Context: an optimization exercise on an open-source flow, tuned for small area, a short achievable clock period and few clock cycles per item. The choices shown serve that exercise and are no tape-out recipe. In this exercise RTL edits were held to simulation tests only and were not proved equivalent to the original.

==> flow/design.v (excerpt) <==
module shipovnik_chal (
    input  wire         clk,
    input  wire         rst,
    input  wire         start,
    input  wire [511:0] hash,
    output reg          busy,
    output reg          done,
    output reg  [437:0] ch
);
    reg [511:0]      x;       
    reg [19:0]   v;       
    reg [4:0] cnt;     
    reg              ld;      
    wire [511:0] xn = ~x;
    wire n1 = x[4] ^ xn[0] ^ 1'b1;
    wire n2 = (x[4] & xn[0]) | (x[4] & 1'b1) | (xn[0] & 1'b1);
    wire n3 = x[10] ^ xn[6] ^ xn[0];
    wire n4 = (x[10] & xn[6]) | (x[10] & xn[0]) | (xn[6] & xn[0]);
    wire n5 = x[11] ^ xn[7] ^ xn[1];
    wire n6 = (x[11] & xn[7]) | (x[11] & xn[1]) | (xn[7] & xn[1]);
    wire n7 = x[12] ^ xn[8] ^ xn[2];
    wire n8 = (x[12] & xn[8]) | (x[12] & xn[2]) | (xn[8] & xn[2]);
    wire n9 = x[13] ^ xn[9] ^ xn[3];
    wire n10 = (x[13] & xn[9]) | (x[13] & xn[3]) | (xn[9] & xn[3]);
    wire n11 = x[14] ^ xn[10] ^ xn[4];
    wire n12 = (x[14] & xn[10]) | (x[14] & xn[4]) | (xn[10] & xn[4]);
    wire n13 = x[15] ^ xn[11] ^ xn[5];
    wire n14 = (x[15] & xn[11]) | (x[15] & xn[5]) | (xn[11] & xn[5]);
    wire n15 = x[16] ^ xn[12] ^ xn[6];
    wire n16 = (x[16] & xn[12]) | (x[16] & xn[6]) | (xn[12] & xn[6]);
    wire n17 = x[17] ^ xn[13] ^ xn[7];
    wire n18 = (x[17] & xn[13]) | (x[17] & xn[7]) | (xn[13] & xn[7]);
    wire n19 = x[18] ^ xn[14] ^ xn[8];
    wire n20 = (x[18] & xn[14]) | (x[18] & xn[8]) | (xn[14] & xn[8]);
    wire n21 = x[19] ^ xn[15] ^ xn[9];
    wire n22 = (x[19] & xn[15]) | (x[19] & xn[9]) | (xn[15] & xn[9]);
    wire n23 = x[20] ^ xn[16] ^ xn[10];
    wire n24 = (x[20] & xn[16]) | (x[20] & xn[10]) | (xn[16] & xn[10]);
  ...
Size: roughly 7200 cells after synthesis, ~980 flip-flops, ~960 I/O pins, roughly 0.090 mm² of cells after synthesis.
export LEC_CHECK = 0
export CAP_MARGIN = 20
export CORE_MARGIN = 2
export CORE_UTILIZATION = 65
export SLEW_MARGIN = 20
create_clock -name core_clock -period 32.0 [get_ports {clk}]
standard.sh (not shown) runs the stock make flow with config.mk's settings and CLKGATE_MAP_FILE= SYNTH_SCRIPT=/design/flow/synth_recipe.tcl, a recipe that flattens the netlist after the stock synthesis.
==> flow/flow/run.sh <==
#!/bin/bash
# The standard layout (standard.sh), with three changes to how it is made:
#  - ports are buffered with sky130_fd_sc_hd__buf_1 rather than the default cell,
#  - sizing may change a cell's footprint (MATCH_CELL_FOOTPRINT=0),
#  - setup repair aims 24.4 ns below the 32 ns period, so critical paths get sized.
# make's full output goes to make_finish.log here; each step's log is under orfs/logs.
set -euo pipefail
bash standard.sh MATCH_CELL_FOOTPRINT=0 SETUP_SLACK_MARGIN=24.4 \
  "BUFFER_PORTS_ARGS=-buffer_cell sky130_fd_sc_hd__buf_1" finish > make_finish.log 2>&1
The starting point finished clean.
Testbench counts at the start, summed over its fixed seeds: cycles 5,376, items 256.
==> next run, changes <==
==> flow/flow/run.sh (replaced) <==
#!/bin/bash
# The standard layout (standard.sh), with three changes to how it is made:
#  - ports are buffered with sky130_fd_sc_hd__buf_1 rather than the default cell,
#  - sizing may change a cell's footprint (MATCH_CELL_FOOTPRINT=0),
#  - setup repair aims 24 ns below the 32 ns period, so critical paths get sized.
# make's full output goes to make_finish.log here; each step's log is under orfs/logs.
set -euo pipefail
bash standard.sh MATCH_CELL_FOOTPRINT=0 SETUP_SLACK_MARGIN=24 \
  "BUFFER_PORTS_ARGS=-buffer_cell sky130_fd_sc_hd__buf_1" finish > make_finish.log 2>&1
Settings changed: CORE_UTILIZATION 65 to 55.
The changed run produced a clean layout.
Synthesized area stays the same.
Setup slack gets worse by 0.045 ns.
Non-clock buffer count is unchanged.
Synthesized cell count does not change.
Via count went down by 1.3%.
Cell count climbs by 3.6%.
Core utilization came out lower by 12 points.

========
shipovnik_chal again, from the RTL that the note above started with.
==> flow/config.mk <==
export PLATFORM = sky130hd
export DESIGN_NAME = shipovnik_chal
export DESIGN_NICKNAME = shipovnik_chal
export VERILOG_FILES = /design/flow/design.v
export SDC_FILE = /design/flow/constraint.sdc
export NUM_CORES = 4
export LEC_CHECK = 0
export CAP_MARGIN = 20
export CORE_MARGIN = 2
export CORE_UTILIZATION = 55
export SLEW_MARGIN = 20
==> flow/constraint.sdc <==
create_clock -name core_clock -period 32.0 [get_ports {clk}]
set_input_delay 6.4000 -clock core_clock [delete_from_list [all_inputs] [get_ports {clk}]]
set_output_delay 6.4000 -clock core_clock [all_outputs]
set_load 0.01 [all_outputs]
==> flow/flow/run.sh <==
#!/bin/bash
# The standard layout (standard.sh), with four changes to how it is made:
#  - ports are buffered with sky130_fd_sc_hd__buf_1 rather than the default cell,
#  - sizing may change a cell's footprint (MATCH_CELL_FOOTPRINT=0),
#  - setup repair aims 24 ns below the 32 ns period, so critical paths get sized,
#  - clock tree synthesis adds no dummy loads and clusters up to 20 sinks within 100 um.
# make's full output goes to make_finish.log here; each step's log is under orfs/logs.
set -euo pipefail
bash standard.sh MATCH_CELL_FOOTPRINT=0 SETUP_SLACK_MARGIN=24 \
  "BUFFER_PORTS_ARGS=-buffer_cell sky130_fd_sc_hd__buf_1" \
  "CTS_ARGS=-sink_clustering_enable -repair_clock_nets -dont_use_dummy_load -sink_clustering_size 20 -sink_clustering_max_diameter 100" \
  finish > make_finish.log 2>&1
The starting point ran to the end with no violations.
Testbench counts at the start, summed over its fixed seeds: cycles 5,376, items 256.
Rerun with:
==> flow/flow/run.sh (replaced) <==
#!/bin/bash
# The standard layout (standard.sh), with four changes to how it is made:
#  - ports are buffered with sky130_fd_sc_hd__buf_1 rather than the default cell,
#  - sizing may change a cell's footprint (MATCH_CELL_FOOTPRINT=0),
#  - setup repair aims 24.2 ns below the 32 ns period, so critical paths get sized,
#  - clock tree synthesis adds no dummy loads.
# make's full output goes to make_finish.log here; each step's log is under orfs/logs.
set -euo pipefail
bash standard.sh MATCH_CELL_FOOTPRINT=0 SETUP_SLACK_MARGIN=24.2 \
  "BUFFER_PORTS_ARGS=-buffer_cell sky130_fd_sc_hd__buf_1" \
  "CTS_ARGS=-sink_clustering_enable -repair_clock_nets -dont_use_dummy_load" \
  finish > make_finish.log 2>&1
--- a/flow/config.mk
+++ b/flow/config.mk
@@ -9,3 +9,3 @@
 export CORE_MARGIN = 2
-export CORE_UTILIZATION = 55
+export CORE_UTILIZATION = 60
 export SLEW_MARGIN = 20
=>
- The new run completed without violations
- global-route usage rises by 1.9 points
- cell count falls by 0.83%
- cell area rises by 1.3%
- setup slack gets better by 0.14 ns
- die area falls by 8.3%
- register-to-register slack gets better by 0.19 ns
- utilization rises by 6.2 points
- synthesized cell count does not change
Rerun with:
--- a/flow/flow/run.sh
+++ b/flow/flow/run.sh
@@ -4,3 +4,3 @@
 #  - sizing may change a cell's footprint (MATCH_CELL_FOOTPRINT=0),
-#  - setup repair aims 24.2 ns below the 32 ns period, so critical paths get sized,
+#  - setup repair aims 24 ns below the 32 ns period, so critical paths get sized,
 #  - clock tree synthesis adds no dummy loads.
@@ -8,3 +8,3 @@
 set -euo pipefail
-bash standard.sh MATCH_CELL_FOOTPRINT=0 SETUP_SLACK_MARGIN=24.2 \
+bash standard.sh MATCH_CELL_FOOTPRINT=0 SETUP_SLACK_MARGIN=24 \
   "BUFFER_PORTS_ARGS=-buffer_cell sky130_fd_sc_hd__buf_1" \
--- a/flow/config.mk
+++ b/flow/config.mk
@@ -9,3 +9,3 @@
 export CORE_MARGIN = 2
-export CORE_UTILIZATION = 60
+export CORE_UTILIZATION = 55
 export SLEW_MARGIN = 20
Effect: The new run produced a clean layout; first-iteration DRC count came out lower by 2.8%; wire length goes up by about 4%; via count is about the same; utilization drops by 5.5 points; maximum frequency goes down by about 1.6%.
Rerun with:
==> flow/flow/run.sh (replaced) <==
#!/bin/bash
# The standard layout (standard.sh), with three changes to how it is made:
#  - ports are buffered with sky130_fd_sc_hd__buf_1 rather than the default cell,
#  - sizing may change a cell's footprint (MATCH_CELL_FOOTPRINT=0),
#  - setup repair aims 24 ns below the 32 ns period, so critical paths get sized.
# make's full output goes to make_finish.log here; each step's log is under orfs/logs.
set -euo pipefail
bash standard.sh MATCH_CELL_FOOTPRINT=0 SETUP_SLACK_MARGIN=24 \
  "BUFFER_PORTS_ARGS=-buffer_cell sky130_fd_sc_hd__buf_1" finish > make_finish.log 2>&1
--- a/flow/config.mk
+++ b/flow/config.mk
@@ -10,2 +10,4 @@
 export CORE_UTILIZATION = 55
+export CTS_CLUSTER_DIAMETER = 100
+export CTS_CLUSTER_SIZE = 20
 export SLEW_MARGIN = 20
What happened: The changed run completed with no timing, DRC or antenna violations; final cell count stays flat; global-route usage stays flat.

[afterwards: timing with drivers on the ports]
The flow's constraints put no driver on any port. The routed layouts listed below were extracted and timed again, unchanged, in two steps.
Step 1, drivers: a clkbuf_16 drives clk and a buf_2 each remaining input, both assumed.
Step 2 adds t to the input delays and takes it off the output delays; t is the mean of the earliest and latest rising clock arrival at the registers after step 1. Input paths then give back, and output paths get back, about the clock's delay inside the block.
Slacks: ideal / step 1 / step 2; pairs: ideal / step 1.
run | shift t [ns] | slack for setup (ns) | hold WS [ns] | slew at the worst register clock pin (ns) | pins driven straight from the clock port
the first run of note 1 | 0.841 | 24.179 / 24.087 / 24.575 | 0.534 / 0.534 / 0.534 | 0.07 / 0.07 | 1
the second run of note 1 | 0.858 | 24.134 / 24.041 / 24.274 | 0.470 / 0.470 / 0.470 | 0.07 / 0.07 | 1
the first run of note 2 | 0.774 | 24.102 / 24.012 / 24.236 | 0.474 / 0.474 / 0.474 | 0.09 / 0.09 | 1
the second run of note 2 | 0.799 | 24.246 / 24.156 / 24.434 | 0.473 / 0.473 / 0.473 | 0.07 / 0.07 | 1
the third run of note 2 | 0.829 | 24.120 / 24.026 / 24.311 | 0.465 / 0.465 / 0.465 | 0.07 / 0.07 | 1
the fourth run of note 2 | 0.802 | 24.112 / 24.021 / 24.271 | 0.474 / 0.474 / 0.474 | 0.10 / 0.10 | 1
After both steps every run listed still meets setup and hold.
